From an optimization exercise on the open Yosys and OpenROAD flow, aimed at a short achievable clock period and few clock cycles; shortcuts taken in it are not production practice. No run shown here included a check of the RTL's function; only the layout flow was run. Power and IR drop assume default switching activity.

==> design/flow/design.v <==
module tcpu_core (
    input  wire        clk,
    input  wire        rst,
    output reg         mem_req,
    output reg         mem_we,
    output reg  [15:0] mem_addr,
    output reg  [7:0]  mem_wdata,
    input  wire        mem_gnt,
    input  wire        mem_rvalid,
    input  wire [7:0]  mem_rdata,
    input  wire        ev_post,
    input  wire [2:0]  ev_kind,
    input  wire [15:0] ev_payload,
    output reg         disk_req,
    output reg         disk_drive,
    output reg         disk_write,
    output reg  [15:0] disk_maddr,
    output reg  [15:0] disk_daddr,
    output reg         halted,
    output reg         waiting,
    output reg  [1:0]  halt_cause,
    input  wire [3:0]  dbg_sel,
    output reg  [15:0] dbg_data
);
    localparam [1:0] HC_NONE = 2'd0, HC_HALT = 2'd1, HC_BADOP = 2'd2, HC_BADDST = 2'd3;
    localparam [2:0] D_OP = 3'd0, D_OB = 3'd1, D_IA0 = 3'd2, D_IA1 = 3'd3,
                     D_IB0 = 3'd4, D_IB1 = 3'd5, D_OF0 = 3'd6, D_OF1 = 3'd7;
    localparam [1:0] T_F = 2'd0,    
                     T_X = 2'd1,    
                     T_D = 2'd2;    
    localparam [2:0] LIMIT = 3'd4;  
    reg  [15:0] x [0:7];    
    reg  [15:0] ipr;        
    reg  [2:0]  ev_k;
    reg  [15:0] ev_p;
    reg         rq_f;       
    reg         rq_x;       
    reg  [1:0]  tq [0:7];   
    reg  [3:0]  tcnt;
    reg  [7:0]  iq [0:3];   
    reg  [2:0]  iq_cnt;
    reg  [2:0]  fcred;      
    reg  [15:0] fl;         
    reg         fl_ex;      
    reg         fhold;      
    reg  [2:0]  dst;        
    reg  [15:0] dptr;       
    reg  [15:0] cs;         
    reg  [7:0]  op, ob;
    reg  [15:0] ia, ib, of;
    reg         e_v;
    reg         e_alu, e_not, e_neg, e_pop, e_push, e_jmp, e_call, e_ld, e_st,
                e_jcc, e_disk, e_ret, e_halt, e_wait, e_poll;
    reg  [2:0]  e_sub;      
    reg  [2:0]  e_ra, e_rb;
    reg         e_areg, e_breg;
    reg  [15:0] e_aimm, e_bimm, e_nip;
    reg         e_pt;       
    reg         e_bsreg;    
    reg  [2:0]  e_bsidx;
    reg  [15:0] e_bsimm, e_off;
    reg         e_wck;      
    reg  [10:0] e_lohi, e_lohi1;   
    reg  [1:0]  mu_cnt;     
    reg         mu_we;
    reg  [15:0] mu_addr;    
    reg         mu_nx;      
    reg  [15:0] mu_wd;
    reg         l0_v, l0_word, l0_got, l0_ret;
    reg  [2:0]  l0_dst;
    reg         l1_v, l1_word, l1_ret;
    reg  [2:0]  l1_dst;
    reg  [7:0]  ld_lo;
    reg         sc_v;       
    reg  [15:0] sc_w;       
    reg         sc_word;    
    reg         halting;
    reg         wt;         
    wire [7:0] head = iq[0];
    wire       have = (iq_cnt != 3'd0);
    wire [7:0]  op_m = (dst == D_OP) ? head : op;
    wire [7:0]  ob_m = (dst == D_OB) ? head : ob;
    wire [15:0] ia_m = {(dst == D_IA1) ? head : ia[15:8], (dst == D_IA0) ? head : ia[7:0]};
    wire [15:0] ib_m = {(dst == D_IB1) ? head : ib[15:8], (dst == D_IB0) ? head : ib[7:0]};
    wire [15:0] of_m = {(dst == D_OF1) ? head : of[15:8], (dst == D_OF0) ? head : of[7:0]};
    wire [3:0] cls = op_m[7:4];
    reg op_legal;
    always @* begin
        case (head[7:4])
            4'h0:    op_legal = (head[3:0] <= 4'd4);
            4'h1:    op_legal = ~head[3];
            4'h2:    op_legal = (head[3:0] <= 4'd5);
            4'h3:    op_legal = (head[1:0] != 2'd3);
            4'h4:    op_legal = (head[3:0] <= 4'd5);
            4'h5:    op_legal = (head[3:2] == 2'd0);
            default: op_legal = 1'b0;
        endcase
    end
    wire is_c0    = (cls == 4'h0);
    wire is_alu   = (cls == 4'h1);
    wire is_not   = (op_m == 8'h20);
    wire is_neg   = (op_m == 8'h21);
    wire is_pop   = (op_m == 8'h22);
    wire is_push  = (op_m == 8'h23);
    wire is_jmp   = (op_m == 8'h24);
    wire is_call  = (op_m == 8'h25);
    wire is_mem   = (cls == 4'h3);
    wire is_load  = is_mem & ~op_m[3];
    wire is_store = is_mem &  op_m[3];
    wire is_jcc   = (cls == 4'h4);
    wire is_disk  = (cls == 4'h5);
    wire is_ret   = (op_m == 8'h01);
    wire is_halt  = (op_m == 8'h02);
    wire is_wait  = (op_m == 8'h03);
    wire is_poll  = (op_m == 8'h04);
    wire a_dst = is_alu | is_not | is_neg | is_pop | is_load;
    wire a_src = is_store | is_jcc | is_disk;
    wire b_src = is_alu | is_push | is_jmp | is_call | is_mem | is_jcc | is_disk;
    wire [3:0] ca = ob_m[7:4];
    wire [3:0] cb = ob_m[3:0];
    wire [1:0] la = !a_src ? 2'd0 : (ca == 4'd13) ? 2'd1 : (ca == 4'd14) ? 2'd2 : 2'd0;
    wire [1:0] lb = !b_src ? 2'd0 : (cb == 4'd13) ? 2'd1 : (cb == 4'd14) ? 2'd2 : 2'd0;
    wire [1:0] lo = is_mem ? op_m[1:0] : 2'd0;
    reg       last;
    reg [2:0] dnext;
    always @* begin
        last  = 1'b0;
        dnext = D_OP;
        case (dst)
            D_OP:  begin last = is_c0; dnext = D_OB; end
            D_OB:  begin
                last  = (la == 2'd0) & (lb == 2'd0) & (lo == 2'd0);
                dnext = (la != 2'd0) ? D_IA0 : (lb != 2'd0) ? D_IB0 : D_OF0;
            end
            D_IA0: begin
                last  = (la == 2'd1) & (lb == 2'd0) & (lo == 2'd0);
                dnext = (la == 2'd2) ? D_IA1 : (lb != 2'd0) ? D_IB0 : D_OF0;
            end
            D_IA1: begin
                last  = (lb == 2'd0) & (lo == 2'd0);
                dnext = (lb != 2'd0) ? D_IB0 : D_OF0;
            end
            D_IB0: begin
                last  = (lb == 2'd1) & (lo == 2'd0);
                dnext = (lb == 2'd2) ? D_IB1 : D_OF0;
            end
            D_IB1: begin
                last  = (lo == 2'd0);
                dnext = D_OF0;
            end
            D_OF0: begin
                last  = (lo == 2'd1);
                dnext = D_OF1;
            end
            default: begin
                last  = 1'b1;
                dnext = D_OP;
            end
        endcase
    end
    reg [15:0] aimm, bimm;
    always @* begin
        case (ca)
            4'd9:  aimm = 16'h0001;
            4'd10: aimm = 16'h0002;
            4'd11: aimm = 16'h0003;
            4'd12: aimm = 16'h0004;
            4'd13: aimm = ia_m;
            4'd14: aimm = ia_m;
            4'd15: aimm = 16'hFFFF;
            default: aimm = 16'h0000;
        endcase
        case (cb)
            4'd9:  bimm = 16'h0001;
            4'd10: bimm = 16'h0002;
            4'd11: bimm = 16'h0003;
            4'd12: bimm = 16'h0004;
            4'd13: bimm = ib_m;
            4'd14: bimm = ib_m;
            4'd15: bimm = 16'hFFFF;
            default: bimm = 16'h0000;
        endcase
    end
    wire [15:0] d_nip = dptr + 16'd1;
    wire        d_bsreg = is_store ? ~ca[3] : is_load ? ~cb[3] : 1'b1;
    wire [2:0]  d_bsidx = is_store ? ca[2:0] : is_load ? cb[2:0] : 3'd7;
    wire [15:0] d_bsimm = is_store ? aimm : bimm;
    wire [15:0] d_off   = is_mem ? of_m : (is_pop | is_ret) ? 16'd2 : 16'd0;
    wire [15:0] d_lo    = is_store ? (dptr - of_m) : is_call ? (bimm - 16'd1) : dptr;
    wire [10:0] d_lohi1 = d_lo[15:5] + 11'd1;
    wire d_pred = cb[3] & (is_jmp | is_call | (is_jcc & (bimm <= dptr)));
    localparam NC = 32;
    reg  [NC-1:0] c_v;
    reg  [15:0] c_tag  [0:NC-1];
    reg  [7:0]  c_op   [0:NC-1];
    reg  [7:0]  c_ob   [0:NC-1];
    reg  [15:0] c_aimm [0:NC-1];
    reg  [15:0] c_bimm [0:NC-1];
    reg  [15:0] c_of   [0:NC-1];
    reg  [15:0] c_nip  [0:NC-1];
    reg         c_pt   [0:NC-1];
    reg  [15:0] c_lo   [0:NC-1];
    wire [4:0]  cidx  = cs[4:0] ^ cs[9:5];      
    reg         lk_v, lk_hit;
    reg         lk_alu, lk_not, lk_neg, lk_pop, lk_push, lk_jmp, lk_call, lk_ld, lk_st,
                lk_jcc, lk_disk, lk_ret, lk_halt, lk_wait, lk_poll;
    reg  [2:0]  lk_sub, lk_ra, lk_rb;
    reg         lk_areg, lk_breg, lk_pt;
    reg  [15:0] lk_aimm, lk_bimm, lk_of, lk_nip;
    reg         lk_bsreg, lk_wck;
    reg  [2:0]  lk_bsidx;
    reg  [15:0] lk_bsimm, lk_off;
    reg  [10:0] lk_lohi, lk_lohi1;
    wire [15:0] h_pn = lk_pt ? lk_bimm : lk_nip;
    wire [15:0] lka;                               
    wire [4:0]  lidx;
    wire [7:0]  h_op = c_op[lidx];
    wire [7:0]  h_ob = c_ob[lidx];
    wire [3:0] h_cls = h_op[7:4];
    wire h_alu  = (h_cls == 4'h1);
    wire h_not  = (h_op == 8'h20);
    wire h_neg  = (h_op == 8'h21);
    wire h_pop  = (h_op == 8'h22);
    wire h_push = (h_op == 8'h23);
    wire h_jmp  = (h_op == 8'h24);
    wire h_call = (h_op == 8'h25);
    wire h_mem  = (h_cls == 4'h3);
    wire h_ld   = h_mem & ~h_op[3];
    wire h_st   = h_mem &  h_op[3];
    wire h_jcc  = (h_cls == 4'h4);
    wire h_disk = (h_cls == 4'h5);
    wire h_ret  = (h_op == 8'h01);
    wire h_halt = (h_op == 8'h02);
    wire h_wait = (h_op == 8'h03);
    wire h_poll = (h_op == 8'h04);
    wire [15:0] h_aimm = c_aimm[lidx];
    wire [15:0] h_bimm = c_bimm[lidx];
    wire [15:0] h_lo   = c_lo[lidx];
    reg  [NC-1:0] sc_ovl;
    reg  [15:0]   tdiff;
    integer j;
    always @* begin
        for (j = 0; j < NC; j = j + 1) begin
            tdiff     = sc_w - c_tag[j];
            sc_ovl[j] = (tdiff <= 16'd7) | (tdiff == 16'hFFFF);
        end
    end
    reg  [15:0] e_va, e_vb, e_xbase;
    wire [15:0] xa = e_va;
    wire [15:0] sp = x[7];
    wire [15:0] va = e_va;
    wire [15:0] vb = e_vb;
    reg [15:0] alu;
    always @* begin
        case (e_sub)
            3'd0: alu = xa + vb;
            3'd1: alu = xa - vb;
            3'd2: alu = xa ^ vb;
            3'd3: alu = xa & vb;
            3'd4: alu = xa | vb;
            3'd5: alu = (vb[15:4] != 12'd0) ? 16'h0000 : (xa << vb[3:0]);
            3'd6: alu = (vb[15:4] != 12'd0) ? 16'h0000 : (xa >> vb[3:0]);
            default: begin
                if ($signed(xa) > $signed(vb))      alu = 16'h0001;
                else if ($signed(xa) < $signed(vb)) alu = 16'hFFFF;
                else                                alu = 16'h0000;
            end
        endcase
    end
    wire t_eq = (va == 16'h0000);
    wire t_gt = (va == 16'h0001);
    wire t_lt = (va == 16'hFFFF);
    reg  taken;
    always @* begin
        case (e_sub)
            3'd0: taken = t_eq;
            3'd1: taken = ~t_eq;
            3'd2: taken = t_lt;
            3'd3: taken = t_gt;
            3'd4: taken = t_lt | t_eq;
            default: taken = t_gt | t_eq;
        endcase
    end
    localparam NS = 8;
    reg  [NS-1:0] s_v;
    reg  [15:0] s_addr [0:NS-1];    
    reg  [15:0] s_key  [0:NS-1];    
    reg  [15:0] s_dat  [0:NS-1];
    reg  [2:0]  s_ptr;
    reg  [NS-1:0] s_new;            
    reg  [NS-1:0] s_ovl;            
    reg  [NS-1:0] s_m;
    reg  [15:0]   sdiff;
    reg  [15:0]   s_data;
    integer k;
    always @* begin
        s_data = 16'h0000;
        for (k = 0; k < NS; k = k + 1) begin
            sdiff    = sc_w - s_addr[k];
            s_ovl[k] = (sdiff == 16'h0000) | (sdiff == 16'h0001) | (sc_word & (sdiff == 16'hFFFF));
            s_m[k]   = s_v[k] & (s_key[k] == sp);
            if (s_m[k]) s_data = s_data | s_dat[k];
        end
    end
    wire sb = (e_pop | e_ret) & ~sc_v & (s_m != {NS{1'b0}});
    wire e_memop = e_ld | e_st | e_push | e_pop | e_call | e_ret;
    wire [7:0] pmask = ((l0_v & ~l0_ret) ? (8'd1 << l0_dst) : 8'd0) |
                       ((l1_v & ~l1_ret) ? (8'd1 << l1_dst) : 8'd0);
    wire [7:0] tmask = (8'd1 << e_ra) | (e_breg ? (8'd1 << e_rb) : 8'd0) |
                       ((e_push | e_pop | e_call | e_ret) ? 8'h80 : 8'd0) |
                       ((e_wait | e_poll) ? 8'h03 : 8'd0);
    wire ret_pend = (l0_v & l0_ret) | (l1_v & l1_ret);
    wire ld_full  = l1_v;
    wire haz      = ((pmask & tmask) != 8'd0) | ret_pend | ((e_ld | e_pop | e_ret) & ld_full);
    wire e_go    = e_v & ~haz & (~e_memop | (mu_cnt == 2'd0)) & ~wt & ~halting;
    wire exe     = e_go;
    wire [15:0] sp_p2 = sp + 16'd2;
    wire [15:0] sp_m2 = sp - 16'd2;
    wire [15:0] xbase = e_xbase;
    wire        d_go   = exe & e_memop & ~sb;
    wire        d_we   = e_st | e_push | e_call;
    wire        d_word = e_push | e_call | e_pop | e_ret | e_sub[2];
    wire [15:0] d_addr = xbase + e_off;
    wire [15:0] d_wd   = e_call ? e_nip : vb;
    wire acc    = mem_req & mem_gnt;
    wire acc_rd = acc & ~mem_we;
    wire rfree  = ~mem_req | mem_gnt;      
    wire [1:0] rtag = tq[0];
    wire resp_f = mem_rvalid & (rtag == T_F);
    wire resp_d = mem_rvalid & (rtag == T_D);
    wire        sc_now = exe & e_wck & ((xbase[15:5] == e_lohi) | (xbase[15:5] == e_lohi1));
    wire        want   = e_jmp | e_call | (e_jcc & taken);
    wire        x_red  = exe & (e_jmp | e_call | e_jcc) & (want != e_pt);
    wire        l_fin  = resp_d & (l0_got | ~l0_word);
    wire        r_go   = l_fin & l0_ret;
    wire [15:0] r_tgt  = {mem_rdata, ld_lo};
    wire        xflush = x_red | r_go | sc_now | (exe & e_ret);
    wire [15:0] x_tgt  = r_go ? r_tgt : e_ret ? s_data : want ? vb : e_nip;
    wire        kill   = xflush | (exe & e_halt);
    wire        ex_wr_a = exe & (e_alu | e_not | e_neg | (e_pop & sb));
    wire [15:0] ex_wval = e_alu ? alu : e_not ? ~xa : e_neg ? (16'h0000 - xa) : s_data;
    wire        ex_wr_s = exe & (e_pop | e_ret | e_push | e_call);
    wire [15:0] ex_sval = (e_push | e_call) ? sp_m2 : sp_p2;
    wire        ev_wx   = exe & (e_poll | (e_wait & (ev_k != 3'd0)));
    wire        wt_slot = wt & (ev_k != 3'd0);
    wire        wt_post = wt & (ev_k == 3'd0) & ev_post;
    wire        ev_w    = ev_wx | wt_slot | wt_post;
    wire [2:0]  ev_kv   = wt_post ? ev_kind : ev_k;
    wire [15:0] ev_pv   = wt_post ? ev_payload : ev_p;
    wire        ld_w    = l_fin & ~l0_ret;
    wire [15:0] ld_val  = l0_word ? {mem_rdata, ld_lo} : {8'h00, mem_rdata};
    reg  [15:0] fx [0:7];
    integer q;
    always @* begin
        for (q = 0; q < 8; q = q + 1) begin
            if (ex_wr_s & (q == 7))
                fx[q] = ex_sval;
            else if (ev_w & (q == 0))
                fx[q] = {13'd0, ev_kv};
            else if (ev_w & (q == 1))
                fx[q] = ev_pv;
            else if (ld_w & (l0_dst == q[2:0]))
                fx[q] = ld_val;
            else
                fx[q] = x[q];
        end
    end
    wire ex_free  = ~e_v | e_go;
    wire [15:0] cs_d  = sc_w - cs;
    wire        cs_ov = sc_v & ((cs_d <= 16'd7) | (cs_d == 16'hFFFF));
    wire hv       = lk_v & lk_hit;
    wire hit_pre  = hv & ex_free & ~halting & ~fhold & ~cs_ov;
    wire hit_ok   = hit_pre & ~kill;
    wire dec_run  = have & ~halting & ~kill & ~hv;
    wire bad_op   = (dst == D_OP) & ~op_legal;
    wire bad_dst  = (dst == D_OB) & a_dst & head[7];
    wire bad_fire = dec_run & (bad_op | bad_dst) & ~e_v & ~wt;
    wire cons     = dec_run & ~bad_op & ~bad_dst & (~last | ex_free);
    wire issue    = cons & last;
    wire d_red    = issue & d_pred;
    wire        flush  = xflush | d_red | hit_ok;
    wire dec_pre  = have & ~halting & ~hv;
    wire dec_rdy  = dec_pre & ~bad_op & ~bad_dst & last;
    wire iss_pre  = dec_rdy & ex_free;
    wire [4:0]  ia_x = h_pn[4:0] ^ h_pn[9:5];
    wire [4:0]  ic_x = d_nip[4:0] ^ d_nip[9:5];
    wire [4:0]  ib_x = cidx;
    wire        hit_a = c_v[ia_x] & (c_tag[ia_x] == h_pn) & ~(sc_v & sc_ovl[ia_x]);
    wire        hit_c = c_v[ic_x] & (c_tag[ic_x] == d_nip) & ~(sc_v & sc_ovl[ic_x]);
    wire        hit_b = c_v[ib_x] & (c_tag[ib_x] == cs) & ~(sc_v & sc_ovl[ib_x]);
    wire        sel_c = ~hv & dec_rdy;
    assign lka  = hv ? h_pn : sel_c ? d_nip : cs;
    assign lidx = hv ? ia_x : sel_c ? ic_x : ib_x;
    wire        lk_hold = ~xflush & ~hit_ok & ~issue & (hv | sel_c);
    reg  [4:0]  lk_idx;
    wire        ld_pre  = hit_pre | iss_pre;
    wire [2:0]  sel_a   = hv ? lk_ra : ca[2:0];
    wire [2:0]  sel_b   = hv ? lk_rb : cb[2:0];
    wire [2:0]  sel_s   = hv ? lk_bsidx : d_bsidx;
    wire        n_areg  = hv ? lk_areg : ~ca[3];
    wire        n_breg  = hv ? lk_breg : ~cb[3];
    wire        n_sreg  = hv ? lk_bsreg : d_bsreg;
    wire [15:0] n_aimm  = hv ? lk_aimm : aimm;
    wire [15:0] n_bimm  = hv ? lk_bimm : bimm;
    wire [15:0] n_simm  = hv ? lk_bsimm : d_bsimm;
    wire [15:0] n_va    = ~ld_pre ? (e_areg  ? fx[e_ra]    : e_va) :
                          ~n_areg ? n_aimm : (ex_wr_a & (e_ra == sel_a)) ? ex_wval : fx[sel_a];
    wire [15:0] n_vb    = ~ld_pre ? (e_breg  ? fx[e_rb]    : e_vb) :
                          ~n_breg ? n_bimm : (ex_wr_a & (e_ra == sel_b)) ? ex_wval : fx[sel_b];
    wire [15:0] n_vs    = ~ld_pre ? (e_bsreg ? fx[e_bsidx] : e_xbase) :
                          ~n_sreg ? n_simm : (ex_wr_a & (e_ra == sel_s)) ? ex_wval : fx[sel_s];
    wire [15:0] f_tgt  = xflush ? x_tgt : hit_ok ? h_pn : bimm;
    wire rd_room = (tcnt <= 4'd5);
    wire [2:0]  fcred_c = flush ? 3'd0 : (fcred - {2'd0, cons});
    wire [15:0] fl_p1   = fl + 16'd1;
    wire [15:0] fp_c    = flush ? f_tgt : fl_ex ? fl : fl_p1;
    wire fhold_c = (exe & e_ret & ~sb) ? 1'b1 : r_go ? 1'b0 : fhold;
    wire f_ok    = ~fhold_c & ~halting & ~bad_fire & ~(exe & e_halt) &
                   (fcred_c < LIMIT) & rd_room;
    integer i;
    reg [3:0] tcnt_n;
    reg [1:0] ptag;
    reg [2:0] qn;
    reg       n0_v, n0_word, n0_ret, n1_v;
    reg [2:0] n0_dst;
    always @(posedge clk) begin
        if (rst) begin
            mem_req    <= 1'b0;
            mem_we     <= 1'b0;
            mem_addr   <= 16'h0000;
            mem_wdata  <= 8'h00;
            rq_f       <= 1'b0;
            rq_x       <= 1'b0;
            tcnt       <= 4'd0;
            iq_cnt     <= 3'd0;
            fcred      <= 3'd0;
            fl         <= 16'h0000;
            fl_ex      <= 1'b1;
            fhold      <= 1'b0;
            dst        <= D_OP;
            dptr       <= 16'h0000;
            cs         <= 16'h0000;
            c_v        <= {NC{1'b0}};
            lk_v       <= 1'b0;
            lk_idx     <= 5'd0;
            lk_hit     <= 1'b0;
            op         <= 8'h00;
            ob         <= 8'h00;
            ia         <= 16'h0000;
            ib         <= 16'h0000;
            of         <= 16'h0000;
            e_v        <= 1'b0;
            e_va       <= 16'h0000;
            e_vb       <= 16'h0000;
            e_xbase    <= 16'h0000;
            e_alu      <= 1'b0;
            e_not      <= 1'b0;
            e_neg      <= 1'b0;
            e_pop      <= 1'b0;
            e_push     <= 1'b0;
            e_jmp      <= 1'b0;
            e_call     <= 1'b0;
            e_ld       <= 1'b0;
            e_st       <= 1'b0;
            e_jcc      <= 1'b0;
            e_disk     <= 1'b0;
            e_ret      <= 1'b0;
            e_halt     <= 1'b0;
            e_wait     <= 1'b0;
            e_poll     <= 1'b0;
            e_sub      <= 3'd0;
            e_ra       <= 3'd0;
            e_rb       <= 3'd0;
            e_areg     <= 1'b0;
            e_breg     <= 1'b0;
            e_aimm     <= 16'h0000;
            e_bimm     <= 16'h0000;
            e_nip      <= 16'h0000;
            e_pt       <= 1'b0;
            mu_cnt     <= 2'd0;
            mu_we      <= 1'b0;
            mu_addr    <= 16'h0000;
            mu_nx      <= 1'b0;
            mu_wd      <= 16'h0000;
            l0_v       <= 1'b0;
            l0_word    <= 1'b0;
            l0_got     <= 1'b0;
            l0_ret     <= 1'b0;
            l0_dst     <= 3'd0;
            l1_v       <= 1'b0;
            l1_word    <= 1'b0;
            l1_ret     <= 1'b0;
            l1_dst     <= 3'd0;
            ld_lo      <= 8'h00;
            sc_v       <= 1'b0;
            sc_w       <= 16'h0000;
            sc_word    <= 1'b0;
            s_v        <= {NS{1'b0}};
            s_ptr      <= 3'd0;
            s_new      <= {NS{1'b0}};
            e_bsreg    <= 1'b0;
            e_bsidx    <= 3'd0;
            e_bsimm    <= 16'h0000;
            e_off      <= 16'h0000;
            e_wck      <= 1'b0;
            e_lohi     <= 11'd0;
            e_lohi1    <= 11'd0;
            halting    <= 1'b0;
            wt         <= 1'b0;
            halted     <= 1'b0;
            waiting    <= 1'b0;
            halt_cause <= HC_NONE;
            ipr        <= 16'h0000;
            ev_k       <= 3'd0;
            ev_p       <= 16'h0000;
            disk_req   <= 1'b0;
            disk_drive <= 1'b0;
            disk_write <= 1'b0;
            disk_maddr <= 16'h0000;
            disk_daddr <= 16'h0000;
            for (i = 0; i < 8; i = i + 1) begin
                x[i]  <= 16'h0000;
                tq[i] <= T_F;
            end
            for (i = 0; i < 4; i = i + 1)
                iq[i] <= 8'h00;
        end else begin
            tcnt_n = tcnt;
            if (mem_rvalid) begin
                for (i = 0; i < 7; i = i + 1)
                    tq[i] <= tq[i + 1];
                tcnt_n = tcnt_n - 4'd1;
            end
            if (flush) begin
                for (i = 0; i < 8; i = i + 1)
                    if (tq[i] == T_F) begin
                        if (mem_rvalid) begin
                            if (i > 0) tq[i - 1] <= T_X;
                        end else
                            tq[i] <= T_X;
                    end
            end
            if (acc_rd) begin
                ptag = ~rq_f ? T_D : (rq_x | flush) ? T_X : T_F;
                tq[tcnt_n[2:0]] <= ptag;
                tcnt_n = tcnt_n + 4'd1;
            end
            tcnt <= tcnt_n;
            if (flush) begin
                iq_cnt <= 3'd0;
            end else begin
                qn = iq_cnt;
                if (cons) begin
                    for (i = 0; i < 3; i = i + 1)
                        iq[i] <= iq[i + 1];
                    qn = qn - 3'd1;
                end
                if (resp_f) begin
                    iq[qn[1:0]] <= mem_rdata;
                    qn = qn + 3'd1;
                end
                iq_cnt <= qn;
            end
            if (cons) begin
                dptr <= d_nip;
                case (dst)
                    D_OP:  op <= head;
                    D_OB:  ob <= head;
                    D_IA0: ia[7:0]  <= head;
                    D_IA1: ia[15:8] <= head;
                    D_IB0: ib[7:0]  <= head;
                    D_IB1: ib[15:8] <= head;
                    D_OF0: of[7:0]  <= head;
                    default: of[15:8] <= head;
                endcase
                dst <= last ? D_OP : dnext;
                if (last) begin
                    cs <= d_nip;
                    ia <= 16'h0000;
                    ib <= 16'h0000;
                    of <= 16'h0000;
                end
            end
            if (flush) begin
                ia   <= 16'h0000;
                ib   <= 16'h0000;
                of   <= 16'h0000;
                dst  <= D_OP;
                dptr <= f_tgt;
                cs   <= f_tgt;
            end
            if (hit_ok) begin
                e_v    <= 1'b1;
                e_alu  <= lk_alu;
                e_not  <= lk_not;
                e_neg  <= lk_neg;
                e_pop  <= lk_pop;
                e_push <= lk_push;
                e_jmp  <= lk_jmp;
                e_call <= lk_call;
                e_ld   <= lk_ld;
                e_st   <= lk_st;
                e_jcc  <= lk_jcc;
                e_disk <= lk_disk;
                e_ret  <= lk_ret;
                e_halt <= lk_halt;
                e_wait <= lk_wait;
                e_poll <= lk_poll;
                e_sub  <= lk_sub;
                e_ra   <= lk_ra;
                e_rb   <= lk_rb;
                e_areg <= lk_areg;
                e_breg <= lk_breg;
                e_aimm <= lk_aimm;
                e_bimm <= lk_bimm;
                e_nip  <= lk_nip;
                e_pt   <= lk_pt;
                e_bsreg <= lk_bsreg;
                e_bsidx <= lk_bsidx;
                e_bsimm <= lk_bsimm;
                e_off   <= lk_off;
                e_wck   <= lk_wck;
                e_lohi  <= lk_lohi;
                e_lohi1 <= lk_lohi1;
            end else if (issue) begin
                e_v    <= 1'b1;
                e_alu  <= is_alu;
                e_not  <= is_not;
                e_neg  <= is_neg;
                e_pop  <= is_pop;
                e_push <= is_push;
                e_jmp  <= is_jmp;
                e_call <= is_call;
                e_ld   <= is_load;
                e_st   <= is_store;
                e_jcc  <= is_jcc;
                e_disk <= is_disk;
                e_ret  <= is_ret;
                e_halt <= is_halt;
                e_wait <= is_wait;
                e_poll <= is_poll;
                e_sub  <= op_m[2:0];
                e_ra   <= ca[2:0];
                e_rb   <= cb[2:0];
                e_areg <= ~ca[3];
                e_breg <= ~cb[3];
                e_aimm <= aimm;
                e_bimm <= bimm;
                e_nip  <= d_nip;
                e_pt   <= d_pred;
                e_bsreg <= d_bsreg;
                e_bsidx <= d_bsidx;
                e_bsimm <= d_bsimm;
                e_off   <= d_off;
                e_wck   <= is_store | is_push | (is_call & d_pred);
                e_lohi  <= d_lo[15:5];
                e_lohi1 <= d_lohi1;
            end else if (e_go)
                e_v <= 1'b0;
            if (kill)
                e_v <= 1'b0;
            fhold <= fhold_c;
            lk_v    <= ~xflush & (lk_hold ? lk_v : ~(issue & d_pred));
            lk_hit  <= lk_hold ? (lk_hit & ~(sc_v & sc_ovl[lk_idx])) :
                       (hv ? hit_a : sel_c ? hit_c : hit_b) & ~(iss_pre & (lidx == cidx));
            if (!lk_hold) begin
                lk_idx   <= lidx;
                lk_alu  <= h_alu;
                lk_not  <= h_not;
                lk_neg  <= h_neg;
                lk_pop  <= h_pop;
                lk_push <= h_push;
                lk_jmp  <= h_jmp;
                lk_call <= h_call;
                lk_ld   <= h_ld;
                lk_st   <= h_st;
                lk_jcc  <= h_jcc;
                lk_disk <= h_disk;
                lk_ret  <= h_ret;
                lk_halt <= h_halt;
                lk_wait <= h_wait;
                lk_poll <= h_poll;
                lk_sub  <= h_op[2:0];
                lk_ra   <= h_ob[6:4];
                lk_rb   <= h_ob[2:0];
                lk_areg <= ~h_ob[7];
                lk_breg <= ~h_ob[3];
                lk_aimm <= c_aimm[lidx];
                lk_bimm <= c_bimm[lidx];
                lk_of   <= c_of[lidx];
                lk_nip  <= c_nip[lidx];
                lk_pt   <= c_pt[lidx];
                lk_bsreg <= h_st ? ~h_ob[7] : h_ld ? ~h_ob[3] : 1'b1;
                lk_bsidx <= h_st ? h_ob[6:4] : h_ld ? h_ob[2:0] : 3'd7;
                lk_bsimm <= h_st ? h_aimm : h_bimm;
                lk_off   <= h_mem ? c_of[lidx] : (h_pop | h_ret) ? 16'd2 : 16'd0;
                lk_wck   <= h_st | h_push | (h_call & c_pt[lidx]);
                lk_lohi  <= h_lo[15:5];
                lk_lohi1 <= h_lo[15:5] + 11'd1;
            end
            if (sc_v)
                for (i = 0; i < NC; i = i + 1)
                    if (sc_ovl[i]) c_v[i] <= 1'b0;
            if (iss_pre) begin
                c_v[cidx]    <= 1'b1;
                c_tag[cidx]  <= cs;
                c_op[cidx]   <= op_m;
                c_ob[cidx]   <= ob_m;
                c_aimm[cidx] <= aimm;
                c_bimm[cidx] <= bimm;
                c_of[cidx]   <= of_m;
                c_nip[cidx]  <= d_nip;
                c_pt[cidx]   <= d_pred;
                c_lo[cidx]   <= d_lo;
            end
            if (rfree) begin
                if (mu_cnt != 2'd0 && (mu_we || rd_room)) begin
                    mem_req   <= 1'b1;
                    mem_we    <= mu_we;
                    mem_addr  <= mu_addr + {15'd0, mu_nx};
                    mem_wdata <= mu_wd[7:0];
                    rq_f      <= 1'b0;
                    rq_x      <= 1'b0;
                    mu_cnt    <= mu_cnt - 2'd1;
                    mu_nx     <= 1'b1;
                    mu_wd     <= {8'h00, mu_wd[15:8]};
                    fcred     <= fcred_c;
                    fl        <= fp_c;
                    fl_ex     <= 1'b1;
                end else if (mu_cnt == 2'd0 && d_go && (d_we || rd_room)) begin
                    mem_req   <= 1'b1;
                    mem_we    <= d_we;
                    mem_addr  <= d_addr;
                    mem_wdata <= d_wd[7:0];
                    rq_f      <= 1'b0;
                    rq_x      <= 1'b0;
                    mu_cnt    <= {1'b0, d_word};
                    mu_we     <= d_we;
                    mu_addr   <= d_addr;
                    mu_nx     <= 1'b1;
                    mu_wd     <= {8'h00, d_wd[15:8]};
                    fcred     <= fcred_c;
                    fl        <= fp_c;
                    fl_ex     <= 1'b1;
                end else if (mu_cnt == 2'd0 && ~d_go && f_ok) begin
                    mem_req   <= 1'b1;
                    mem_we    <= 1'b0;
                    mem_addr  <= fp_c;
                    mem_wdata <= 8'h00;
                    rq_f      <= 1'b1;
                    rq_x      <= 1'b0;
                    fcred     <= fcred_c + 3'd1;
                    fl        <= fp_c;
                    fl_ex     <= 1'b0;
                end else begin
                    mem_req   <= 1'b0;
                    mem_we    <= 1'b0;
                    rq_f      <= 1'b0;
                    rq_x      <= 1'b0;
                    fcred     <= fcred_c;
                    fl        <= fp_c;
                    fl_ex     <= 1'b1;
                    if (d_go) begin
                        mu_cnt  <= d_word ? 2'd2 : 2'd1;
                        mu_we   <= d_we;
                        mu_addr <= d_addr;
                        mu_nx   <= 1'b0;
                        mu_wd   <= d_wd;
                    end
                end
            end else begin
                if (flush & rq_f) rq_x <= 1'b1;
                fcred <= fcred_c;
                fl    <= fp_c;
                fl_ex <= 1'b1;
                if (d_go) begin
                    mu_cnt  <= d_word ? 2'd2 : 2'd1;
                    mu_we   <= d_we;
                    mu_addr <= d_addr;
                    mu_nx   <= 1'b0;
                    mu_wd   <= d_wd;
                end
            end
            sc_v    <= d_go & d_we;
            sc_w    <= d_addr;
            sc_word <= d_word;
            if (sc_v)
                for (i = 0; i < NS; i = i + 1)
                    if (s_ovl[i] & ~s_new[i]) s_v[i] <= 1'b0;
            s_new <= {NS{1'b0}};
            if (exe & (e_push | e_call)) begin
                s_v[s_ptr]    <= 1'b1;
                s_addr[s_ptr] <= sp;
                s_key[s_ptr]  <= sp_m2;
                s_dat[s_ptr]  <= d_wd;
                s_new[s_ptr]  <= 1'b1;
                s_ptr         <= s_ptr + 3'd1;
            end
            if (resp_d & ~l_fin) begin
                ld_lo  <= mem_rdata;
                l0_got <= 1'b1;
            end
            for (i = 0; i < 8; i = i + 1)
                x[i] <= (ex_wr_a & (e_ra == i)) ? ex_wval : fx[i];
            e_va    <= n_va;
            e_vb    <= n_vb;
            e_xbase <= n_vs;
            n0_v = l0_v; n0_word = l0_word; n0_ret = l0_ret; n0_dst = l0_dst;
            n1_v = l1_v;
            if (l_fin) begin
                n0_v = l1_v; n0_word = l1_word; n0_ret = l1_ret; n0_dst = l1_dst;
                n1_v = 1'b0;
                l0_got <= 1'b0;
            end
            if (d_go & ~d_we) begin
                if (!n0_v) begin
                    n0_v = 1'b1; n0_word = d_word; n0_ret = e_ret; n0_dst = e_ra;
                    l0_got <= 1'b0;
                end else begin
                    n1_v = 1'b1;
                    l1_word <= d_word;
                    l1_ret  <= e_ret;
                    l1_dst  <= e_ra;
                end
            end
            l0_v <= n0_v; l0_word <= n0_word; l0_ret <= n0_ret; l0_dst <= n0_dst;
            l1_v <= n1_v;
            disk_req <= exe & e_disk;
            if (exe & e_disk) begin
                disk_drive <= e_sub[0];
                disk_write <= e_sub[1];
                disk_maddr <= va;
                disk_daddr <= vb;
            end
            if (exe) begin
                ipr <= e_ret ? s_data : want ? vb : e_nip;
                if (e_halt) begin
                    halting    <= 1'b1;
                    halt_cause <= HC_HALT;
                end
            end
            if (r_go)
                ipr <= r_tgt;
            if (bad_fire) begin
                halting    <= 1'b1;
                halt_cause <= bad_op ? HC_BADOP : HC_BADDST;
                ipr        <= cs;
            end
            halted <= halting & (mu_cnt == 2'd0) & ~l0_v & ~(mem_req & mem_we & ~mem_gnt);
            if (exe & (e_poll | (e_wait & (ev_k != 3'd0)))) begin
                ev_k <= 3'd0;
                ev_p <= 16'h0000;
            end
            if (exe & e_wait & (ev_k == 3'd0)) begin
                wt      <= 1'b1;
                waiting <= 1'b1;
            end
            if (wt) begin
                if (ev_k != 3'd0) begin
                    ev_k <= 3'd0;
                    ev_p <= 16'h0000;
                    wt      <= 1'b0;
                    waiting <= 1'b0;
                end else if (ev_post) begin
                    wt      <= 1'b0;
                    waiting <= 1'b0;
                end
            end
            if (ev_post & ~(wt & (ev_k == 3'd0))) begin
                ev_k <= ev_kind;
                ev_p <= ev_payload;
            end
        end
    end
    integer m;
    always @* begin
        dbg_data = ({16{dbg_sel == 4'd8}} & ipr);
        for (m = 0; m < 8; m = m + 1)
            dbg_data = dbg_data | ({16{dbg_sel == m[3:0]}} & x[m]);
    end
endmodule
==> design/flow/run.sh <==
#!/bin/bash
# synth_recipe.tcl (not shown) runs the flow's synth.tcl, then flattens the netlist and writes it again
# the make line also repeats each setting of config.mk as NAME=value (left out here)
make -C /OpenROAD-flow-scripts/flow DESIGN_CONFIG=/design/flow/config.mk WORK_HOME=/design/flow/orfs CLKGATE_MAP_FILE= SYNTH_SCRIPT=/design/flow/synth_recipe.tcl finish
==> design/flow/config.mk <==
export PLATFORM = sky130hd
export DESIGN_NAME = tcpu_core
export DESIGN_NICKNAME = tcpu_core
export VERILOG_FILES = /design/flow/design.v
export SDC_FILE = /design/flow/constraint.sdc
export NUM_CORES = 4
export LEC_CHECK = 0
export ABC_CLOCK_PERIOD_IN_PS = 4000
export CAP_MARGIN = 20
export CORE_MARGIN = 2
export CORE_UTILIZATION = 30
export PLACE_DENSITY = 0.45
export SETUP_SLACK_MARGIN = 5
export SLEW_MARGIN = 20
export TNS_END_PERCENT = 10
==> design/flow/constraint.sdc <==
create_clock -name core_clock -period 10.0 [get_ports {clk}]
set_input_delay 2.0000 -clock core_clock [delete_from_list [all_inputs] [get_ports {clk}]]
set_output_delay 2.0000 -clock core_clock [all_outputs]
set_load 0.01 [all_outputs]
==> key figures, run 1 <==
Worst hold path
  • Min-Delay Path Class: reg -> reg
  • Worst hold start: disk_maddr[13]$_SDFFE_PP0P_
  • Worst Hold Path EP: disk_maddr[13]$_SDFFE_PP0P_
  • Cell depth of the worst min-delay path: 2

Power
  • Internal Power: 50,800 uW
  • Sequential share of power: 26.3%
  • Clk network pwr share: 21.6%
  • Leakage power total: 0.102 uW
  • Areal power density over the cells: 313 mW/mm^2
  • Power share of the combinational group: 52.2%
  • Psw: 40,600 uW
  • Sum of internal, switching and leakage power: 91,400 uW
  • IR drop worst, VDD: 0.000476 V
  • Switching portion of total power: 44.4%

Global routing
  • Global-route usage over all layers: 26.5%
  • Leftover overflow at the end of global routing: 0
  • Number of global-route vias before repair: 179,000
  • Antenna violations before repair: 127
  • Wire length of the first global-routing pass: 1,540,000 um
  • Pin count of the biggest net entering global routing: 162

STA
  • PnR worst setup slack: 4120 ps
  • Max Slew Vio Count: 0
  • Final critical path time including I/O delays and setup: 5880 ps
  • Slew at the pin closest to its max-slew limit: 1470 ps
  • FMAX: 0.170 GHz
  • Setup TNS after final layout: 0 ps
  • Final setup violation count: 0
  • Relative slew margins: 2.22%
  • Unrepaired setup endpoints after global routing: true
  • Setup Skew: 78.8 ps
  • Share of the cycle needed by the critical path after routing: 58.8%
  • Final hold violation count: 0

Die
  • I/O pin count: 117
  • Number of rows in the core area: 331
  • Initial core utilization: 30.1%
  • Core area: 0.813 sq mm
  • Die height: 907 um
  • Die Area: 0.822 sq mm
  • Width of the die: 907 um

Worst setup path
  • Worst r2r src: cs[7]$_SDFFE_PP0P_
  • Worst reg2reg path depth: 16
  • Worst r2r dst: lk_hit$_SDFF_PP0_
  • R2R setup slack: 4120 ps
  • Crit path max fanout: 16
  • Kind of start point of the critical path: register
  • Endpoint arrival time on the critical path: 6910 ps
  • Worst endpoint required time: 11,040 ps
  • Critical Path End Type: register
  • Type of the setup path with the least slack: reg -> reg

Finish
  • Area added between synthesis and finish: 19.3%
  • Post-Layout Inst Area: 0.292 sq mm
  • Share of final-layout standard cells stronger than drive strength 1: 18.5%
  • Final standard cell count with taps included and fillers excluded: 32,400
  • Final layout net count: 22,000
  • Filler cells: 79,100

Synth
  • Number of warning messages in the yosys log: 3
  • Primary flip-flop cell chosen by synthesis mapping: sky130_fd_sc_hd__edfxtp_1
  • Mean instance size in the synthesized netlist: 12.0 sq um
  • Part of the Yosys area used for sequential elements: 54.4%
  • Count leader, synth: sky130_fd_sc_hd__edfxtp_1
  • Number of distinct standard cells referenced by the synthesized netlist: 112
  • Fraction of synthesis flops using an asynchronous set or reset pin: 0%
  • Area of the mapped netlist: 0.245 sq mm
  • Top post-synthesis cells by count: sky130_fd_sc_hd__edfxtp_1, sky130_fd_sc_hd__nand2_1, sky130_fd_sc_hd__nor2_1
  • Synth area leaders: sky130_fd_sc_hd__edfxtp_1, sky130_fd_sc_hd__mux4_2, sky130_fd_sc_hd__dfxtp_1
  • Gate Count Post-Synth: 20,300
  • EDFF count, synth: 4,014
  • Biggest area consumer among synthesized cells: sky130_fd_sc_hd__edfxtp_1
  • Net count after synthesis: 21,200
  • Number of synthesized register bits: 4,641
  • Share of the synthesized area in the top cell type: 49.3%

Status
  • Run status: complete, no violations

Drt
  • Number of remaining DRC errors: 0
  • Violation count after the first detailed-route iteration: 28,900
  • Routed Wire Length: 1,150,000 um
  • Per-cell via count in the routed design: 5.96
  • Detailed-route via count: 193,000
  • Pre-Repair DR Iteration Count: 7
  • Post-route antenna net violation count: 0
  • Final routed wire length divided by cell count: 35.5 um

Placed design
  • Cells after DPL: 30,900
  • Final estimated routing congestion in global placement: 1.03
  • Pre-CTS setup slack: 1730 ps
  • HPWL after detailed placement: 735,000 um
  • Port bufs: 116
  • Placed inst area: 0.263 sq mm

CTS
  • CTS Hold Buffers Added: 0
  • TritonCTS clock tree: done
  • Clock latency at the later pin of the worst-skew pair: 1130 ps
  • Reg clk slew, reported paths: 60 ps
  • Root Buffer Master: sky130_fd_sc_hd__clkbuf_16
  • TritonCTS buffer count: 540
  • Largest buffer count on any clock path: 4
  • # H-tree levels: 6
  • Clock Sink Count: 4,641

Job
  • Total of max-cap violations: 0
## cells by family after synthesis
family	count (synthesis)	share of synthesized area (%)
AOI/OAI and AO/OA	4453	12.2
xor gates and xnor gates	791	2.87
adders and majority gates	786	4.16
buffers and inverters	2160	3.43
DFF	4641	54.4
muxes	1436	11.2
and+or+nand+nor	6070	11.7
## metrics by stage
stage               hold slack (ps)  util, %
floorplan                       433        -
global placement                446     32.3
finish                          457     35.9
detailed placement              449     32.4
CTS                             459     35.4
global route                    468     35.9
## cells in the final DEF, fill, tap and decap left out, drive strengths merged, types with 95 or more instances in the layout
cell type / n
o21ai: 826
a221oi: 122
a311oi: 103
o22ai: 165
clkbuf: 734
a31oi: 191
o211ai: 221
clkinv: 203
edfxtp: 4014
and2: 111
or3: 105
a21oi: 1019
a22oi: 224
nand2b: 106
nand3: 771
buf: 1213
nand2: 1954
mux4: 1034
a21o: 141
dfxtp: 627
xnor2: 478
o21a: 166
nand4: 186
nor2b: 106
mux2i: 327
xor2: 306
nor3: 485
nor4: 153
nor2: 1505
a211oi: 323
clkdlybuf4s50: 95
inv: 1021
and3: 214
ha: 742
## state kept, by name, summed over array words and instances, names as in the netlist, 120 cells and up
register,count
c_aimm,512
s_key,120
c_bimm,512
c_of,512
c_nip,512
c_tag,512
x,128
s_addr,128
c_op,256
c_lo,352
s_dat,128
c_ob,256
## worst max path at each step
| stage | start | endpoint | slack, ps | depth (start not counted) |
|---|---|---|---|---|
| after floorplan | sc_w[1]$_SDFF_PP0_ | lk_aimm[0]$_DFFE_PP_ | 3800 | 15 |
| after global placement | dst[1]$_SDFFE_PP0N_ | lk_lohi1[10]$_DFFE_PP_ | 1150 | 19 |
| after detailed placement | dst[0]$_SDFFE_PP0N_ | lk_lohi1[10]$_DFFE_PP_ | 1730 | 19 |
| after CTS | sc_w[0]$_SDFF_PP0_ | lk_hit$_SDFF_PP0_ | 4500 | 19 |
| after global routing | lk_pt$_DFFE_PP_ | lk_hit$_SDFF_PP0_ | 4350 | 15 |
| final | cs[7]$_SDFFE_PP0P_ | lk_hit$_SDFF_PP0_ | 4120 | 16 |
## per-layer routing
layer / vias up / wire [um] / GRT usage, %
li1: 80300 / - / -
met1: 99200 / 472000 / 36.7
met2: 11300 / 488000 / 39.2
met3: 2357 / 123000 / 6.26
met4: 40 / 68200 / 12.7
met5: - / 296 / 0
## final cells by class
cell class / instances / area [sq um] / share of cell area [%]
Sequential cell: 4641 / 133000 / 45.7
Multi-Input combinational cell: 13600 / 108000 / 37.2
Timing Repair Buffer: 1374 / 15200 / 5.22
Clock buffer: 700 / 14400 / 4.95
Tap cell: 10800 / 13500 / 4.64
Inverter: 1015 / 3940 / 1.35
Clock inverter: 263 / 2780 / 0.952
Antenna cell: 45 / 113 / 0.0386
Timing Repair inverter: 7 / 52.6 / 0.0180
## worst max-delay path, cell delays in order, from the launching register on
cell	delay [ps]
sky130_fd_sc_hd__dfxtp_2	780
sky130_fd_sc_hd__xnor2_2	170
sky130_fd_sc_hd__buf_4	490
sky130_fd_sc_hd__nor2_1	260
sky130_fd_sc_hd__nand2_1	860
sky130_fd_sc_hd__buf_4	420
sky130_fd_sc_hd__o22ai_1	230
sky130_fd_sc_hd__nor3_1	480
sky130_fd_sc_hd__o21ai_0	350
sky130_fd_sc_hd__a31oi_1	250
sky130_fd_sc_hd__o22ai_1	120
sky130_fd_sc_hd__nor2_1	130
sky130_fd_sc_hd__nand4_1	140
sky130_fd_sc_hd__nor4_2	650
sky130_fd_sc_hd__and4_1	290
sky130_fd_sc_hd__a32oi_1	60
sky130_fd_sc_hd__o211ai_1	100
## power by group through the flow
stage,registers (uW),clock network [uW],logic (uW)
after global routing,24000,20700,48800
after CTS,23900,20000,44300
after floorplan,23500,0,24000
final,24000,19700,47700
after detailed placement,24400,0,39600
after global placement,24400,0,39700
## timing repair
action	4_1_cts	5_1_grt
gates resized for setup	772	416
cloned	65	41
pin swaps	143	91
buffers inserted	300	140
setup endpoints to repair	4745	2211
==> run 2, diff against run 1 <==
--- a/design/flow/design.v
+++ b/design/flow/design.v
@@ -368,10 +368,9 @@
     wire ex_free  = ~e_v | e_go;
     wire [15:0] cs_d  = sc_w - cs;
     wire        cs_ov = sc_v & ((cs_d <= 16'd7) | (cs_d == 16'hFFFF));
-    wire hv       = lk_v & lk_hit;
-    wire hit_pre  = hv & ex_free & ~halting & ~fhold & ~cs_ov;
+    wire hit_pre  = lk_v & lk_hit & ex_free & ~halting & ~fhold & ~cs_ov;
     wire hit_ok   = hit_pre & ~kill;
-    wire dec_run  = have & ~halting & ~kill & ~hv;
+    wire dec_run  = have & ~halting & ~kill & ~hit_ok;
     wire bad_op   = (dst == D_OP) & ~op_legal;
     wire bad_dst  = (dst == D_OB) & a_dst & head[7];
     wire bad_fire = dec_run & (bad_op | bad_dst) & ~e_v & ~wt;
@@ -379,36 +378,29 @@
     wire issue    = cons & last;
     wire d_red    = issue & d_pred;
     wire        flush  = xflush | d_red | hit_ok;
-    wire dec_pre  = have & ~halting & ~hv;
-    wire dec_rdy  = dec_pre & ~bad_op & ~bad_dst & last;
-    wire iss_pre  = dec_rdy & ex_free;
+    wire dec_pre  = have & ~halting & ~hit_pre;
+    wire iss_pre  = dec_pre & ~bad_op & ~bad_dst & last & ex_free;
     wire [4:0]  ia_x = h_pn[4:0] ^ h_pn[9:5];
     wire [4:0]  ic_x = d_nip[4:0] ^ d_nip[9:5];
     wire [4:0]  ib_x = cidx;
     wire        hit_a = c_v[ia_x] & (c_tag[ia_x] == h_pn) & ~(sc_v & sc_ovl[ia_x]);
     wire        hit_c = c_v[ic_x] & (c_tag[ic_x] == d_nip) & ~(sc_v & sc_ovl[ic_x]);
     wire        hit_b = c_v[ib_x] & (c_tag[ib_x] == cs) & ~(sc_v & sc_ovl[ib_x]);
-    wire        sel_c = ~hv & dec_rdy;
-    assign lka  = hv ? h_pn : sel_c ? d_nip : cs;
-    assign lidx = hv ? ia_x : sel_c ? ic_x : ib_x;
-    wire        lk_hold = ~xflush & ~hit_ok & ~issue & (hv | sel_c);
-    reg  [4:0]  lk_idx;
+    assign lka = hit_pre ? h_pn : iss_pre ? d_nip : cs;
+    assign lidx = hit_pre ? ia_x : iss_pre ? ic_x : ib_x;
     wire        ld_pre  = hit_pre | iss_pre;
-    wire [2:0]  sel_a   = hv ? lk_ra : ca[2:0];
-    wire [2:0]  sel_b   = hv ? lk_rb : cb[2:0];
-    wire [2:0]  sel_s   = hv ? lk_bsidx : d_bsidx;
-    wire        n_areg  = hv ? lk_areg : ~ca[3];
-    wire        n_breg  = hv ? lk_breg : ~cb[3];
-    wire        n_sreg  = hv ? lk_bsreg : d_bsreg;
-    wire [15:0] n_aimm  = hv ? lk_aimm : aimm;
-    wire [15:0] n_bimm  = hv ? lk_bimm : bimm;
-    wire [15:0] n_simm  = hv ? lk_bsimm : d_bsimm;
-    wire [15:0] n_va    = ~ld_pre ? (e_areg  ? fx[e_ra]    : e_va) :
-                          ~n_areg ? n_aimm : (ex_wr_a & (e_ra == sel_a)) ? ex_wval : fx[sel_a];
-    wire [15:0] n_vb    = ~ld_pre ? (e_breg  ? fx[e_rb]    : e_vb) :
-                          ~n_breg ? n_bimm : (ex_wr_a & (e_ra == sel_b)) ? ex_wval : fx[sel_b];
-    wire [15:0] n_vs    = ~ld_pre ? (e_bsreg ? fx[e_bsidx] : e_xbase) :
-                          ~n_sreg ? n_simm : (ex_wr_a & (e_ra == sel_s)) ? ex_wval : fx[sel_s];
+    wire [2:0]  sel_a   = ~ld_pre ? e_ra : hit_pre ? lk_ra : ca[2:0];
+    wire [2:0]  sel_b   = ~ld_pre ? e_rb : hit_pre ? lk_rb : cb[2:0];
+    wire [2:0]  sel_s   = ~ld_pre ? e_bsidx : hit_pre ? lk_bsidx : d_bsidx;
+    wire        n_areg  = ~ld_pre ? e_areg : hit_pre ? lk_areg : ~ca[3];
+    wire        n_breg  = ~ld_pre ? e_breg : hit_pre ? lk_breg : ~cb[3];
+    wire        n_sreg  = ~ld_pre ? e_bsreg : hit_pre ? lk_bsreg : d_bsreg;
+    wire [15:0] n_aimm  = ~ld_pre ? e_va : hit_pre ? lk_aimm : aimm;
+    wire [15:0] n_bimm  = ~ld_pre ? e_vb : hit_pre ? lk_bimm : bimm;
+    wire [15:0] n_simm  = ~ld_pre ? e_xbase : hit_pre ? lk_bsimm : d_bsimm;
+    wire [15:0] n_va    = ~n_areg ? n_aimm : (ex_wr_a & (e_ra == sel_a)) ? ex_wval : fx[sel_a];
+    wire [15:0] n_vb    = ~n_breg ? n_bimm : (ex_wr_a & (e_ra == sel_b)) ? ex_wval : fx[sel_b];
+    wire [15:0] n_vs    = ~n_sreg ? n_simm : (ex_wr_a & (e_ra == sel_s)) ? ex_wval : fx[sel_s];
     wire [15:0] f_tgt  = xflush ? x_tgt : hit_ok ? h_pn : bimm;
     wire rd_room = (tcnt <= 4'd5);
     wire [2:0]  fcred_c = flush ? 3'd0 : (fcred - {2'd0, cons});
@@ -442,7 +434,6 @@
             cs         <= 16'h0000;
             c_v        <= {NC{1'b0}};
             lk_v       <= 1'b0;
-            lk_idx     <= 5'd0;
             lk_hit     <= 1'b0;
             op         <= 8'h00;
             ob         <= 8'h00;
@@ -660,44 +651,41 @@
             if (kill)
                 e_v <= 1'b0;
             fhold <= fhold_c;
-            lk_v    <= ~xflush & (lk_hold ? lk_v : ~(issue & d_pred));
-            lk_hit  <= lk_hold ? (lk_hit & ~(sc_v & sc_ovl[lk_idx])) :
-                       (hv ? hit_a : sel_c ? hit_c : hit_b) & ~(iss_pre & (lidx == cidx));
-            if (!lk_hold) begin
-                lk_idx   <= lidx;
-                lk_alu  <= h_alu;
-                lk_not  <= h_not;
-                lk_neg  <= h_neg;
-                lk_pop  <= h_pop;
-                lk_push <= h_push;
-                lk_jmp  <= h_jmp;
-                lk_call <= h_call;
-                lk_ld   <= h_ld;
-                lk_st   <= h_st;
-                lk_jcc  <= h_jcc;
-                lk_disk <= h_disk;
-                lk_ret  <= h_ret;
-                lk_halt <= h_halt;
-                lk_wait <= h_wait;
-                lk_poll <= h_poll;
-                lk_sub  <= h_op[2:0];
-                lk_ra   <= h_ob[6:4];
-                lk_rb   <= h_ob[2:0];
-                lk_areg <= ~h_ob[7];
-                lk_breg <= ~h_ob[3];
-                lk_aimm <= c_aimm[lidx];
-                lk_bimm <= c_bimm[lidx];
-                lk_of   <= c_of[lidx];
-                lk_nip  <= c_nip[lidx];
-                lk_pt   <= c_pt[lidx];
-                lk_bsreg <= h_st ? ~h_ob[7] : h_ld ? ~h_ob[3] : 1'b1;
-                lk_bsidx <= h_st ? h_ob[6:4] : h_ld ? h_ob[2:0] : 3'd7;
-                lk_bsimm <= h_st ? h_aimm : h_bimm;
-                lk_off   <= h_mem ? c_of[lidx] : (h_pop | h_ret) ? 16'd2 : 16'd0;
-                lk_wck   <= h_st | h_push | (h_call & c_pt[lidx]);
-                lk_lohi  <= h_lo[15:5];
-                lk_lohi1 <= h_lo[15:5] + 11'd1;
-            end
+            lk_v    <= ~xflush & ~(~hit_pre & iss_pre & d_pred);
+            lk_hit  <= (hit_pre ? hit_a : iss_pre ? hit_c : hit_b) &
+                       ~(iss_pre & (lidx == cidx));
+            lk_alu  <= h_alu;
+            lk_not  <= h_not;
+            lk_neg  <= h_neg;
+            lk_pop  <= h_pop;
+            lk_push <= h_push;
+            lk_jmp  <= h_jmp;
+            lk_call <= h_call;
+            lk_ld   <= h_ld;
+            lk_st   <= h_st;
+            lk_jcc  <= h_jcc;
+            lk_disk <= h_disk;
+            lk_ret  <= h_ret;
+            lk_halt <= h_halt;
+            lk_wait <= h_wait;
+            lk_poll <= h_poll;
+            lk_sub  <= h_op[2:0];
+            lk_ra   <= h_ob[6:4];
+            lk_rb   <= h_ob[2:0];
+            lk_areg <= ~h_ob[7];
+            lk_breg <= ~h_ob[3];
+            lk_aimm <= c_aimm[lidx];
+            lk_bimm <= c_bimm[lidx];
+            lk_of   <= c_of[lidx];
+            lk_nip  <= c_nip[lidx];
+            lk_pt   <= c_pt[lidx];
+            lk_bsreg <= h_st ? ~h_ob[7] : h_ld ? ~h_ob[3] : 1'b1;
+            lk_bsidx <= h_st ? h_ob[6:4] : h_ld ? h_ob[2:0] : 3'd7;
+            lk_bsimm <= h_st ? h_aimm : h_bimm;
+            lk_off   <= h_mem ? c_of[lidx] : (h_pop | h_ret) ? 16'd2 : 16'd0;
+            lk_wck   <= h_st | h_push | (h_call & c_pt[lidx]);
+            lk_lohi  <= h_lo[15:5];
+            lk_lohi1 <= h_lo[15:5] + 11'd1;
             if (sc_v)
                 for (i = 0; i < NC; i = i + 1)
                     if (sc_ovl[i]) c_v[i] <= 1'b0;
==> key figures, run 2 <==
Status
  • Run status: complete, no violations

Synth
  • Share of the synthesized area in the top cell type: 50.0%
  • Number of distinct standard cells referenced by the synthesized netlist: 117
  • Gate Count Post-Synth: 22,200
  • Part of the Yosys area used for sequential elements: 55.1%
  • EDFF count, synth: 4,014
  • Top post-synthesis cells by count: sky130_fd_sc_hd__edfxtp_1, sky130_fd_sc_hd__nand2_1, sky130_fd_sc_hd__nand3_1
  • Number of warning messages in the yosys log: 3
  • Primary flip-flop cell chosen by synthesis mapping: sky130_fd_sc_hd__edfxtp_1
  • Area of the mapped netlist: 0.241 sq mm
  • Biggest area consumer among synthesized cells: sky130_fd_sc_hd__edfxtp_1
  • Synth area leaders: sky130_fd_sc_hd__edfxtp_1, sky130_fd_sc_hd__nand2_1, sky130_fd_sc_hd__dfxtp_1
  • Fraction of synthesis flops using an asynchronous set or reset pin: 0%
  • Net count after synthesis: 23,100
  • Number of synthesized register bits: 4,636
  • Mean instance size in the synthesized netlist: 10.8 sq um
  • Count leader, synth: sky130_fd_sc_hd__edfxtp_1

Power
  • Areal power density over the cells: 372 mW/mm^2
  • IR drop worst, VDD: 0.000417 V
  • Clk network pwr share: 17.9%
  • Internal Power: 59,100 uW
  • Power share of the combinational group: 59.8%
  • Switching portion of total power: 47.0%
  • Sequential share of power: 22.3%
  • Leakage power total: 0.111 uW
  • Psw: 52,500 uW

STA
  • Relative slew margins: 6.50%
  • Final setup violation count: 0
  • Slew at the pin closest to its max-slew limit: 1360 ps
  • Final hold violation count: 0
  • FMAX: 0.169 GHz
  • Fin Hold WS: 452 ps
  • Max Slew Vio Count: 0
  • Final critical path time including I/O delays and setup: 5920 ps
  • Setup Skew: 138 ps
  • Setup TNS after final layout: 0 ps
  • Unrepaired setup endpoints after global routing: true
  • Share of the cycle needed by the critical path after routing: 59.2%

Global routing
  • Global-route usage over all layers: 28.5%
  • Wire length of the first global-routing pass: 1,620,000 um
  • Pin count of the biggest net entering global routing: 155
  • Antenna violations before repair: 100
  • Number of global-route vias before repair: 186,000
  • Leftover overflow at the end of global routing: 0

Die
  • Number of rows in the core area: 329
  • Initial core utilization: 30.1%
  • Die height: 901 um
  • Die Area: 0.811 sq mm
  • I/O pin count: 117
  • Width of the die: 901 um
  • Core area: 0.802 sq mm

Worst setup path
  • Crit path max fanout: 25
  • Endpoint arrival time on the critical path: 6930 ps
  • Highest-delay cell along the critical path: sky130_fd_sc_hd__a2111oi_1
  • Largest incremental delay on the critical path: 930 ps
  • Kind of start point of the critical path: register
  • Critical Path End Type: register
  • Worst r2r src: cs[3]$_SDFFE_PP0P_
  • Beginning of the critical path: cs[3]$_SDFFE_PP0P_
  • Worst endpoint required time: 11,010 ps
  • Crit path cell chain: buf_4 -> buf_4 -> xnor2_4 -> buf_4 -> nand3_1 -> a2111oi_1 -> a31oi_1 -> o21ai_0 -> a311oi_1 -> o21ai_0 -> a221oi_2 -> buf_4 -> xnor2_1 -> nor4_2 -> buf_4 -> nand4_1 -> o32ai_2
  • Type of the setup path with the least slack: reg -> reg
  • Most repeated library cell on the critical path: sky130_fd_sc_hd__buf_4

Drt
  • Number of remaining DRC errors: 0
  • Post-route antenna net violation count: 0
  • Final routed wire length divided by cell count: 35.7 um
  • Detailed-route via count: 203,000
  • Per-cell via count in the routed design: 5.88
  • Violation count after the first detailed-route iteration: 28,300
  • Routed Wire Length: 1,230,000 um
  • Pre-Repair DR Iteration Count: 9

CTS
  • TritonCTS clock tree: done
  • Clock latency at the later pin of the worst-skew pair: 1160 ps
  • Clock Sink Count: 4,636
  • Reg clk slew, reported paths: 60 ps
  • CTS Hold Buffers Added: 0
  • # H-tree levels: 6
  • TritonCTS buffer count: 544
  • Largest buffer count on any clock path: 4
  • Root Buffer Master: sky130_fd_sc_hd__clkbuf_16

Finish
  • Most frequent cells in the layout: sky130_fd_sc_hd__edfxtp_1, sky130_fd_sc_hd__nand2_1, sky130_fd_sc_hd__nand3_1
  • Most common cell after layout, fill and taps aside: sky130_fd_sc_hd__edfxtp_1
  • Final layout net count: 24,200
  • Share of final-layout standard cells stronger than drive strength 1: 17.9%
  • Area added between synthesis and finish: 24.3%

Placed design
  • HPWL after detailed placement: 727,000 um
  • Port bufs: 116
  • Final estimated routing congestion in global placement: 1.04

Job
  • Total of max-cap violations: 0

Worst hold path
  • Worst hold start: mu_wd[13]$_SDFFE_PP0P_
  • Min-Delay Path Class: reg -> reg
[run 2: changes by cell type in the layout (fill, tap and decap cells not counted), moves of 110 or more]
| cell | delta |
|---|---|
| sky130_fd_sc_hd__o21ai_0 | -116 |
| sky130_fd_sc_hd__xnor2_1 | +110 |
| sky130_fd_sc_hd__nand3_1 | +1111 |
| sky130_fd_sc_hd__nor2_1 | -147 |
| sky130_fd_sc_hd__buf_16 | +175 |
| sky130_fd_sc_hd__nand2_1 | +1686 |
| sky130_fd_sc_hd__a21oi_1 | -206 |
| sky130_fd_sc_hd__mux4_2 | -588 |
[run 2: kinds of logic (layout without fill, tap and decap cells)]
group / after synthesis / after routing / share of synthesized area (%)
and+or+nand+nor: 8804 / 8826 / 16.5
DFF: 4636 / 4636 / 55.1
AOI/OAI and AO/OA: 3904 / 3907 / 10.8
buffers and inverters: 2283 / 3830 / 3.73
muxes: 964 / 970 / 6.37
xor gates and xnor gates: 870 / 870 / 3.16
adders and majority gates: 786 / 786 / 4.21
other: 0 / 48 / 0
[run 2: path summary, 6_finish.rpt]
kind / cells past startpoint / endpoint / slack, ps
min reg2reg: 2 / mu_wd[13]$_SDFFE_PP0P_ / 450
max: 17 / lk_hit$_SDFF_PP0_ / 4080
min: 2 / mu_wd[13]$_SDFFE_PP0P_ / 450
max reg2reg: 17 / lk_hit$_SDFF_PP0_ / 4080
[run 2: timing repair]
action	4_1_cts	5_1_grt
gates cloned	206	83
setup endpoints to repair	4862	3819
buffers inserted	489	276
pin swaps	287	274
resized for setup	1501	767
[run 2: area by class of cell]
class / instances / area, sq um
antenna: 48 / 120
clock buffer: 710 / 14500
clock inverter: 266 / 2830
fill: 78100 / 502000
inverter: 992 / 3830
multi-input combinational: 15400 / 107000
sequential: 4636 / 133000
tap: 10600 / 13300
timing repair buffer: 1861 / 25300
timing repair inverter: 1 / 8.76
[run 2: power by group through the flow]
stage               Sequential (uW)  Combinational, uW  Clock [uW]
global placement              25300              47500           0
finish                        24800              66700       20000
global route                  24800              68100       20900
CTS                           24700              60300       20200
detailed placement            25300              47600           0
floorplan                     24400              28300           0
[run 2: worst max-delay path: cells and delay by family (launching register included)]
family | cells | cell delay [ps]
AO/OA/AOI/OAI | 7 | 2240
XOR/XNOR | 2 | 470
buffers and inverters | 5 | 1980
flip-flops | 1 | 360
AND/OR/NAND/NOR | 3 | 730
[run 2: metrics by stage]
| step | instance area [sq um] | worst slack, ps | utilization (%) | power [uW] | instances |
|---|---|---|---|---|---|
| 6_report | 300000 | 4080 | 37.4 | 112000 | 34500 |
| 5_1_grt | 300000 | 4090 | 37.4 | 114000 | 34400 |
| 4_1_cts | 292000 | 4220 | 36.4 | 105000 | 34100 |
| 3_5_place_dp | 258000 | 1410 | 32.2 | 72900 | 32400 |
| 3_3_place_gp | 258000 | 1490 | 32.2 | 72800 | 32400 |
| 2_1_floorplan | 242000 | 3340 | - | 52700 | 22200 |
[run 2: per-layer routing]
metal / routed length, um / GRT usage [%] / part of all wire [%]
met1: 478000 / 37.2 / 39
met2: 526000 / 43.1 / 43
met3: 125000 / 6.27 / 10
met4: 99600 / 17.6 / 8.1
met5: 299 / 0 / 0.024

[separate check: timing with driven ports]
The results above use ideal ports. As a check the final layouts listed here were re-extracted and re-timed, cells and wires unchanged. Step 1 assumes that a clkbuf_16 drives the clock port and a buf_2 every other input. Step 2 adds t to the input delays and takes it off the output delays; t is the mean of the earliest and latest rising clock arrival at the registers after step 1. Input paths then give back, and output paths get back, about the clock's delay inside the block. Slacks: no drivers / after step 1 / after step 2; pairs: no drivers / after step 1.
run	t (ns)	setup slack, ns	latest minus earliest clock arrival (ns)
run 1	1.236	4.122 / 4.122 / 3.541	0.099 / 0.100
run 2	1.232	4.076 / 3.977 / 3.135	0.141 / 0.141
After both steps every run listed still meets setup and hold. The setup slack of run 2, which loses most, moves by -0.099 ns with the drivers and by -0.941 ns with both steps.
